This is an optimization exercise on Yosys and OpenROAD, whose aim is small area and few clock cycles, not a production implementation.
Only simulation tests tie the RTL to the original design; equivalence was not proved.
Power and IR drop assume default switching activity.

== run K ==
==> flow/design.v (excerpt) <==
module mmu_walk_engine (
    input  wire        clk,
    input  wire        rst,
    input  wire        cmd_valid,
    output wire        cmd_ready,
    input  wire [31:0] cmd_word,
    input  wire [63:0] cmd_a0,
    input  wire [63:0] cmd_a1,
    input  wire [63:0] cmd_a2,
    output wire        mem_req_valid,
    output wire [47:0] mem_req_addr,
    input  wire        mem_rsp_valid,
    input  wire        mem_rsp_fail,
    input  wire [63:0] mem_rsp_data,
    output wire        reg_req_valid,
    output wire [2:0]  reg_req_sel,
    input  wire        reg_rsp_valid,
    input  wire        reg_rsp_fail,
    input  wire [63:0] reg_rsp_data,
    output wire        rec_valid,
    input  wire        rec_ready,
    output wire [3:0]  rec_type,
    output wire [1:0]  rec_level,
    output wire [8:0]  rec_index,
    output wire [47:0] rec_base,
    output wire [47:0] rec_ea,
    output wire [63:0] rec_raw,
    output wire [63:0] rec_desc,
    output wire [63:0] rec_prefix,
    output wire [11:0] rec_info
);
clock: 10.0 ns
lec_check: 0
cap_margin: 5
core_margin: 2
core_utilization: 40
place_density: 0.6
slew_margin: 5
standard.sh (not shown) runs the stock make flow with config.mk's settings and CLKGATE_MAP_FILE= SYNTH_SCRIPT=/design/flow/synth_recipe.tcl, a recipe that flattens the netlist after the stock synthesis.
==> flow/flow/run.sh <==
#!/bin/bash
# Layout flow: the standard ORFS flow with two changes:
#  - the port buffers that global placement inserts on every input and output
#    are the smallest buffer cell (sky130_fd_sc_hd__buf_1);
#  - clock tree synthesis clusters the flip-flops in larger groups and inserts
#    no dummy load cells.
# The full output of the flow goes to flow_standard.log in this folder.
set -euo pipefail
bash standard.sh \
  "BUFFER_PORTS_ARGS=-buffer_cell sky130_fd_sc_hd__buf_1" \
  "CTS_ARGS=-sink_clustering_enable -repair_clock_nets -dont_use_dummy_load -sink_clustering_size 25 -sink_clustering_max_diameter 110 -buf_list sky130_fd_sc_hd__clkbuf_16" \
  finish > flow_standard.log 2>&1
Testbench counts of run K, summed over its fixed seeds: cycles 186,347.
diff inputs: run K => run Y
diff --git a/flow/flow/run.sh b/flow/flow/run.sh
--- a/flow/flow/run.sh
+++ b/flow/flow/run.sh
@@ -9,4 +9,4 @@
 bash standard.sh \
   "BUFFER_PORTS_ARGS=-buffer_cell sky130_fd_sc_hd__buf_1" \
-  "CTS_ARGS=-sink_clustering_enable -repair_clock_nets -dont_use_dummy_load -sink_clustering_size 25 -sink_clustering_max_diameter 110 -buf_list sky130_fd_sc_hd__clkbuf_16" \
+  "CTS_ARGS=-sink_clustering_enable -repair_clock_nets -dont_use_dummy_load -sink_clustering_size 20 -sink_clustering_max_diameter 100 -buf_list sky130_fd_sc_hd__clkbuf_16" \
   finish > flow_standard.log 2>&1
diff --git a/flow/config.mk b/flow/config.mk
--- a/flow/config.mk
+++ b/flow/config.mk
@@ -6,7 +6,7 @@
 export NUM_CORES = 4
 export LEC_CHECK = 0
-export CAP_MARGIN = 5
+export CAP_MARGIN = 20
 export CORE_MARGIN = 2
 export CORE_UTILIZATION = 40
 export PLACE_DENSITY = 0.6
-export SLEW_MARGIN = 5
+export SLEW_MARGIN = 20
Notes after the runs:
Per the comparison of run Y with run K, cell count after placement was more or less identical; area of the multi-input gates closely matched the old numbers; power share of the clock group rose 1.4 points; sequential share of layout area fell 0.28 points. Per the comparison of run Y with run K, clock-pin slew on the worst setup and hold paths fell 20 ps, final antenna-violating net count about even, switching component of the power rose 20 uW, fraction of power consumed by sequential logic fell 0.7 points, clock-buffer cell count rose 5. On run Y: initial antenna violation count is 2 higher than what run K gave.

========
try-umber:
Another version of the RTL of mmu_walk_engine (not shown whole).
For scale: roughly 1,800 cells after synthesis, ~390 flip-flops.
clock: 10.0 ns
lec_check: 0
cap_margin: 20
core_margin: 2
core_utilization: 40
place_density: 0.6
slew_margin: 20
==> flow/flow/run.sh <==
#!/bin/bash
# Layout flow: the standard ORFS flow, with the port buffers that global
# placement inserts on every input and output made of the smallest buffer
# cell (sky130_fd_sc_hd__buf_1) instead of the cell the resizer picks.
# The full output of the flow goes to flow_standard.log in this folder.
set -euo pipefail
bash standard.sh "BUFFER_PORTS_ARGS=-buffer_cell sky130_fd_sc_hd__buf_1" finish > flow_standard.log 2>&1
Testbench counts of try-umber, summed over its fixed seeds: cycles 186,347.
diff inputs: try-umber => try-raven
==> flow/run.sh (new file) <==
#!/bin/bash
# synth_recipe.tcl (not shown) runs the flow's synth.tcl, then flattens the netlist and writes it again
# the make line also repeats each setting of config.mk as NAME=value (left out here)
make -C /OpenROAD-flow-scripts/flow DESIGN_CONFIG=/design/flow/config.mk WORK_HOME=/design/flow/orfs CLKGATE_MAP_FILE= SYNTH_SCRIPT=/design/flow/synth_recipe.tcl finish
removed: flow/flow/run.sh
removed: flow/standard.sh
==> run notes <==
Per the final summary, try-raven finished and its layout is clean on timing, DRC and antenna. In the flow results for try-umber and try-raven, the wire length of the first global-routing pass is smaller on try-umber. Lower switching part of the total power goes to try-raven over try-umber. Summary of try-raven over try-umber: number of nets still failing antenna checks after routing barely changed; transition time of the tightest slew-check pin climbed 0.065 ns; routed wire length climbed 1.7%; via count dropped 179; overall global routing resource usage climbed 0.79 points.
## Diff of input files: try-pepper against try-raven
==> flow/flow/run.sh (new file) <==
#!/bin/bash
# Layout flow: the standard ORFS flow, with the port buffers that global
# placement inserts on every input and output made of the smallest buffer
# cell (sky130_fd_sc_hd__buf_1) instead of the cell the resizer picks.
# The full output of the flow goes to flow_standard.log in this folder.
set -euo pipefail
bash standard.sh "BUFFER_PORTS_ARGS=-buffer_cell sky130_fd_sc_hd__buf_1" finish > flow_standard.log 2>&1
==> flow/standard.sh (new file) <==
#!/bin/bash
# synth_recipe.tcl (not shown) runs the flow's synth.tcl, then flattens the netlist and writes it again
# the make line also repeats each setting of config.mk as NAME=value (left out here)
make -C /OpenROAD-flow-scripts/flow DESIGN_CONFIG=/design/flow/config.mk WORK_HOME=/design/flow/orfs CLKGATE_MAP_FILE= SYNTH_SCRIPT=/design/flow/synth_recipe.tcl "${@:-finish}"
--- a/flow/config.mk
+++ b/flow/config.mk
@@ -10,2 +10,5 @@
-export CORE_UTILIZATION = 40
-export PLACE_DENSITY = 0.6
+export CORE_UTILIZATION = 65
+export CTS_BUF_LIST = sky130_fd_sc_hd__clkbuf_8
+export CTS_CLUSTER_DIAMETER = 150
+export CTS_CLUSTER_SIZE = 40
+export PLACE_DENSITY = 0.75
removed: flow/run.sh
--- outcome ---
- try-pepper: it failed with a tool error in I/O pin placement (3_2_place_iop), so there are no final results.
- Diff try-raven -> try-pepper | initial cell density of the core | increase of 26 points
- As far as post-synthesis share of cell area spent on and, or, nand and nor gates goes, try-raven and try-pepper are indistinguishable; the numbers are identical.
- try-pepper vs try-raven, number of rows created at floorplan went down by 18.
- Comparing try-raven against try-pepper, there is no change at all in synthesized area.
Here is what was changed in the inputs of try-indigo compared with try-pepper.
--- a/flow/config.mk
+++ b/flow/config.mk
@@ -10 +10 @@
-export CORE_UTILIZATION = 65
+export CORE_UTILIZATION = 40
@@ -12,3 +12,2 @@
-export CTS_CLUSTER_DIAMETER = 150
-export CTS_CLUSTER_SIZE = 40
-export PLACE_DENSITY = 0.75
+export CTS_CLUSTER_SIZE = 30
+export PLACE_DENSITY = 0.6
--- outcome ---
try-indigo finished every step from synthesis to the final layout, and the layout passed the timing, design-rule and antenna checks.
try-pepper and try-indigo ended up with nearly the same number of storage elements in the synthesis netlist.
[compare] base=try-pepper new=try-indigo: async set-reset flop share out of synthesis level, average cell area after synthesis level, width of the die moved up.
Floorplan row count: try-indigo > try-pepper
Reported for try-pepper and try-indigo, adder and majority gate portion of the synthesized area turned out identical to the last digit.
try-indigo ends up with a initial core utilization that is 26 points lower than in try-pepper.
try-pepper -> try-indigo: compound-cell area share of the yosys netlist delta 0, exact match
try-indigo ended with more vertical die dimension than try-pepper.

port drivers added, routing unchanged:
The results above use ideal ports. As a check the final layouts listed here were re-extracted and re-timed, cells and wires unchanged. Step 1, drivers: a clkbuf_16 drives clk and a buf_2 each remaining input, both assumed. Step 2 times the ports against the registers' clock, not the clock port: input delays grow and output delays shrink by t, the midpoint of the rising clock arrivals with the driver on. Slacks: ideal ports / drivers / drivers and shift; pairs: ideal ports / drivers.
| run | shift t [ns] | setup WS [ns] | clock arrival spread, ns | worst slew at a driven data input, ns |
|---|---|---|---|---|
| run K | 0.605 | 2.288 / 2.227 / 2.833 | 0.056 / 0.057 | 0.13 |
| run Y | 0.617 | 2.290 / 2.229 / 2.846 | 0.052 / 0.053 | 0.13 |
| try-umber | 0.629 | 2.459 / 2.396 / 3.025 | 0.018 / 0.019 | 0.10 |
| try-raven | 0.635 | 2.273 / 2.208 / 2.842 | 0.015 / 0.015 | 0.09 |
| try-indigo | 0.689 | 2.449 / 2.393 / 3.082 | 0.026 / 0.027 | 0.10 |
After both steps setup and hold are still met in every run listed.
